Background: an optimization exercise with open tools, aiming at small area, a short achievable clock period and few clock cycles per item. Do not read the settings as production practice.
Only simulation tests tie the RTL to the original design; equivalence was not proved.
Power is estimated from default activity; no workload was simulated.

== run A ==
Design smlb_compositor, start of the top module:
module smlb_compositor #(
    parameter H = 64                       
) (
    input  wire        clk,
    input  wire        rst,                
    input  wire        in_valid,
    output wire        in_ready,
    input  wire [47:0] in_src,
    input  wire [47:0] in_row,
    input  wire        in_last,
    input  wire [15:0] in_hwy,
    input  wire [2:0]  in_shift,
    input  wire [7:0]  in_bright,
    input  wire        in_ck_en,
    input  wire [47:0] in_ck_key,
    input  wire [15:0] in_ck_first,
    input  wire [15:0] in_ck_last,
    output reg         out_valid,
    input  wire        out_ready,
    output reg  [47:0] out_row,
    output reg         out_last,
    output reg  [1:0]  out_status
);
clock: 24.0 ns
lec_check: 0
cap_margin: 20
core_margin: 2
core_utilization: 55
cts_buf_list: sky130_fd_sc_hd__clkbuf_8 sky130_fd_sc_hd__clkbuf_16
cts_cluster_diameter: 50
cts_cluster_size: 15
place_density: 0.7
slew_margin: 20
standard.sh (not shown) runs the stock make flow with config.mk's settings and CLKGATE_MAP_FILE= SYNTH_SCRIPT=/design/flow/synth_recipe.tcl, a recipe that flattens the netlist after the stock synthesis.
==> flow/flow/run.sh <==
#!/bin/bash
# The standard layout, with two changes: the ports get buf_1 buffers instead
# of the delay buffers buffer_ports picks by default, and the timing repair
# is asked to leave a setup margin, so that it works on the paths that set
# the achieved period. Each tool's log is in orfs/logs; make's output is in
# standard.log.
set -e
bash standard.sh SETUP_SLACK_MARGIN=18.0 "BUFFER_PORTS_ARGS=-buffer_cell sky130_fd_sc_hd__buf_1" finish > standard.log 2>&1
Both conditions hold for run A: the flow ran to the end and the final layout passed the timing, design-rule and antenna checks.
Testbench counts of run A, summed over its fixed seeds: cycles 12,312, items 12,288.
Here is what was changed in the inputs of run B compared with run A.
- a change of CTS_BUF_LIST from sky130_fd_sc_hd__clkbuf_8 sky130_fd_sc_hd__clkbuf_16 to sky130_fd_sc_hd__clkbuf_8
- a change of PLACE_DENSITY from 0.7 to 0.65
- a change of CORE_UTILIZATION from 55 to 50
Findings:
When run B is set beside run A, its total power turns out to be 3.9% smaller. Run B ends up with a minimum setup slack in the final design that is 0.058 ns lower than in run A. | clock skew | run B vs run A | worse |. Number of clock buffers in the layout: lower on run A. Diff run A -> run B | power density over cell area | decrease of about 3%. Going from run A to run B, global-route wire length before repair shrinks by about 2%. Run B vs. run A: via count fell by 2.4%; area overhead of the layout relative to synthesis saw a decrease.
Changes in run C relative to run B:
- CORE_UTILIZATION changed from 50 to 65
- PLACE_DENSITY changed from 0.65 to 0.8
==> notes.md <==
- Comparing run B and run C, the higher area growth from synthesis to layout is on run B.
- Relative to run B, critical path depth increased by 23 in run C.
- Diff run B -> run C | final worst hold slack | decrease of 0.0044 ns
- Against run B, run C reports a overall fraction of global-route tracks in use that is higher.
- Wire length on met2 (run C over run B): increase, 4.8%
- Relative to run B, the clock power of run C is lower by about 2%.
- Run C against run B: cell leakage power -about 0.4%; setup slack of the worst register-to-register path -0.25 ns.
The following lists how run D was set up differently from run C:
- TNS_END_PERCENT: unset -> 10
- PLACE_DENSITY: 0.8 -> 0.7
- CORE_UTILIZATION: 65 -> 55
Findings:
Cmp run D and run C / number of CTS-inserted buffers / higher: run D
Minimum period implied by the final worst setup slack: run D vs run C — no meaningful difference
Final worst setup slack delta (run C -> run D): insignificant
Measured against each other, run D and run C differ in wire length of the first global-routing pass, the higher figure coming from run C.
Run C -> run D: power increased slightly
Status: non-clock buffer area fraction after layout parity (run C, run D)
Run D ended up with sky130_fd_sc_hd__edfxtp_1 as its cell with the largest stage delay on the worst path; run C ended up with sky130_fd_sc_hd__or4b_4.
| starting density of the core | higher: run C |
Against run C, run D reports a total via count in the routed design that is lower.
#### Input delta (run E over run D)
- TNS_END_PERCENT: 10 -> unset
==> flow/run.sh (new file) <==
#!/bin/bash
# synth_recipe.tcl (not shown) runs the flow's synth.tcl, then flattens the netlist and writes it again
# the make line also repeats each setting of config.mk as NAME=value (left out here)
make -C /OpenROAD-flow-scripts/flow DESIGN_CONFIG=/design/flow/config.mk WORK_HOME=/design/flow/orfs CLKGATE_MAP_FILE= SYNTH_SCRIPT=/design/flow/synth_recipe.tcl finish
removed: flow/flow/run.sh
removed: flow/standard.sh
Findings:
- Run E finished end to end and its layout was clean on timing, DRC and antenna.
- Run D → run E: worst slack on hold paths increased 0.0053 ns, non-clock buffering overhead in the final layout increased 4.1 points, multi-input gate share of total cell area decreased 2.9 points.
Input-level comparison between run F and run E:
- TNS_END_PERCENT: unset -> 0
==> flow/flow/run.sh (new file) <==
#!/bin/bash
# The standard layout, with two changes: the ports get buf_1 buffers instead
# of the delay buffers buffer_ports picks by default, and the timing repair
# is asked to leave a setup margin, so that it works on the paths that set
# the achieved period. Each tool's log is in orfs/logs; make's output is in
# standard.log.
set -e
bash standard.sh SETUP_SLACK_MARGIN=18.0 "BUFFER_PORTS_ARGS=-buffer_cell sky130_fd_sc_hd__buf_1" finish > standard.log 2>&1
==> flow/standard.sh (new file) <==
#!/bin/bash
# synth_recipe.tcl (not shown) runs the flow's synth.tcl, then flattens the netlist and writes it again
# the make line also repeats each setting of config.mk as NAME=value (left out here)
make -C /OpenROAD-flow-scripts/flow DESIGN_CONFIG=/design/flow/config.mk WORK_HOME=/design/flow/orfs CLKGATE_MAP_FILE= SYNTH_SCRIPT=/design/flow/synth_recipe.tcl "${@:-finish}"
removed: flow/run.sh
[summary]
- Run F finished all stages; the layout is clean.
- Compared run F vs run E, and minimum clock period after layout is down in run F.
- On number of flip-flops and latches, run F tracks run E almost exactly.
- Measured against each other, run E and run F differ in number of antenna diodes, the lower figure coming from run E.
- Run F ended with more setup slack than run E.
- Run F reports a lower instance area at placement than run E does.
- Global-route usage over all layers: run F vs run E, no meaningful difference


build 6:
smlb_compositor, a different RTL version from the one above (not shown whole).
Size: about 260 I/O pins, roughly 28,000 sq um of cells after synthesis.
export LEC_CHECK = 0
export CAP_MARGIN = 20
export CORE_MARGIN = 2
export CORE_UTILIZATION = 55
export CTS_BUF_LIST = sky130_fd_sc_hd__clkbuf_8
export CTS_CLUSTER_DIAMETER = 50
export CTS_CLUSTER_SIZE = 15
export PLACE_DENSITY = 0.7
export SLEW_MARGIN = 20
create_clock -name core_clock -period 24.0 [get_ports {clk}]
==> flow/flow/run.sh <==
#!/bin/bash
# The standard layout, with two changes: the ports get buf_1 buffers instead
# of the delay buffers buffer_ports picks by default, and the timing repair
# is asked to leave a setup margin, so that it works on the paths that set
# the achieved period. Each tool's log is in orfs/logs; make's output is in
# standard.log.
set -e
bash standard.sh SETUP_SLACK_MARGIN=18.0 "BUFFER_PORTS_ARGS=-buffer_cell sky130_fd_sc_hd__buf_1" finish > standard.log 2>&1
Testbench counts of build 6, summed over its fixed seeds: cycles 12,312, items 12,288.
[inputs] build 4 vs build 6
- CTS_CLUSTER_SIZE changed from 15 to 20
- CTS_CLUSTER_DIAMETER changed from 50 to 60
-- flow/flow/run.sh --
<<< build 6, line 8
bash standard.sh SETUP_SLACK_MARGIN=18.0 "BUFFER_PORTS_ARGS=-buffer_cell sky130_fd_sc_hd__buf_1" finish > standard.log 2>&1
>>> build 4, line 8
bash standard.sh SETUP_SLACK_MARGIN=17.7 "BUFFER_PORTS_ARGS=-buffer_cell sky130_fd_sc_hd__buf_1" finish > standard.log 2>&1
[summary]
Across build 4 and build 6, none had a timing, DRC or antenna violation.
Post-route total power of build 4 falls short of that of build 6 by a few percent.
Proportion of power drawn by combinational gates for build 4: 0.2 points down relative to build 6
Of build 4 and build 6, the higher global-route usage belongs to build 6.
Comparing build 4 against build 6, there is no change at all in setup TNS.
Compared with build 6, build 4 ends up with less cell area.
The clock period minus worst slack number comes out higher for build 4 vs build 6.
Here is what was changed in the inputs of build 15 compared with build 4.
- CTS_CLUSTER_DIAMETER: 60 -> 50
- CTS_CLUSTER_SIZE: 20 -> 15
-- flow/flow/run.sh --
<<< build 4, line 8
bash standard.sh SETUP_SLACK_MARGIN=17.7 "BUFFER_PORTS_ARGS=-buffer_cell sky130_fd_sc_hd__buf_1" finish > standard.log 2>&1
>>> build 15, line 8
bash standard.sh SETUP_SLACK_MARGIN=18.3 "BUFFER_PORTS_ARGS=-buffer_cell sky130_fd_sc_hd__buf_1" finish > standard.log 2>&1
[summary]
- Re buffer count from post-CTS setup fixing: build 15 and build 4 aren't equal, and the higher value belongs to build 15.
- Sum of net half-perimeters after detailed placement sits higher in build 15 than in build 4.
- Comparing total iterations of the first detailed-routing run for build 15 and build 4, the bigger number came from build 15.
- Wire length of the first global-routing pass, build 15 and build 4, higher one = build 15.
- On number of non-clock buffers in the layout: between build 15 and build 4, it ends up lower for build 4.
- Going from build 4 to build 15, total power grew by a little under 10%.
- Worst setup slack up 120 ps in build 15 wrt build 4
- Detailed-route wire length delta for build 15 relative to build 4: 10% higher
- Clock network power share across build 15 and build 4: no real change.
Inputs modified between build 15 and build 17:
-- flow/flow/run.sh --
<<< build 15, line 8
bash standard.sh SETUP_SLACK_MARGIN=18.3 "BUFFER_PORTS_ARGS=-buffer_cell sky130_fd_sc_hd__buf_1" finish > standard.log 2>&1
>>> build 17, line 8
bash standard.sh SETUP_SLACK_MARGIN=17.7 "BUFFER_PORTS_ARGS=-buffer_cell sky130_fd_sc_hd__buf_1" finish > standard.log 2>&1
- Number of global-route vias before repair in build 17 is 167 lower than in build 15
- The power of build 17 was superior to that of build 15.
- The final layout from build 17, which completed every stage, passed the timing, design-rule and antenna checks at the end of the flow.
- The post-synthesis share of cell area spent on full adders, half adders and majority gates was comparable across build 17 and build 15.
- Clock tree buffer count of the final layout grows by a few percent when moving from build 15 to build 17.
- Compared with build 15, build 17 shows a combinational fraction of design power that is 2.4 points lower.
- From build 15 to build 17 the numbers moved as follows: summed area of non-filler cells in the final layout shows a reduction of 4.5%, cell depth of the worst setup path went up 4, average wire length per cell after detail routing down 1.6 um, placement-stage worst setup slack has increased.
- Build 17 against build 15; detailed-route wire length is down by a little under 10%.

==> port drivers added, routing unchanged <==
How much do the figures lean on ideal ports? The routed layouts below were timed once more, with nothing changed but the port constraints.
Step 1 assumes that a clkbuf_16 drives the clock port and a buf_2 every other input.
Step 2, shift: input delay + t, output delay - t, t = (earliest + latest rising clock arrival at the registers) / 2. This alone moves slack from input paths to output paths.
a / b / c = no drivers / after step 1 / after step 2; a / b = the first two.
run | t, ns | slack for setup (ns) | slew at the worst register clock pin (ns) | worst data-port slew with drivers (ns)
run A | 0.609 | 18.061 / 18.040 / 17.485 | 0.07 / 0.07 | 0.11
run B | 0.677 | 18.003 / 17.945 / 17.390 | 0.09 / 0.09 | 0.10
run C | 0.652 | 18.014 / 17.998 / 17.462 | 0.09 / 0.09 | 0.13
run D | 0.669 | 18.013 / 17.958 / 17.427 | 0.09 / 0.09 | 0.11
run E | 0.652 | 17.510 / 17.510 / 17.062 | 0.09 / 0.09 | 0.09
run F | 0.676 | 18.012 / 17.973 / 17.413 | 0.10 / 0.10 | 0.12
build 6 | 0.647 | 18.048 / 17.997 / 17.422 | 0.09 / 0.09 | 0.12
build 4 | 0.694 | 17.914 / 17.932 / 17.242 | 0.12 / 0.12 | 0.11
build 15 | 0.661 | 18.032 / 17.975 / 17.670 | 0.09 / 0.09 | 0.13
build 17 | 0.648 | 17.903 / 17.918 / 17.270 | 0.10 / 0.10 | 0.12
After both steps setup and hold are still met in every run listed. For build 4, which loses most, drivers alone change the setup slack by +0.018 ns; drivers and shift together by -0.672 ns.
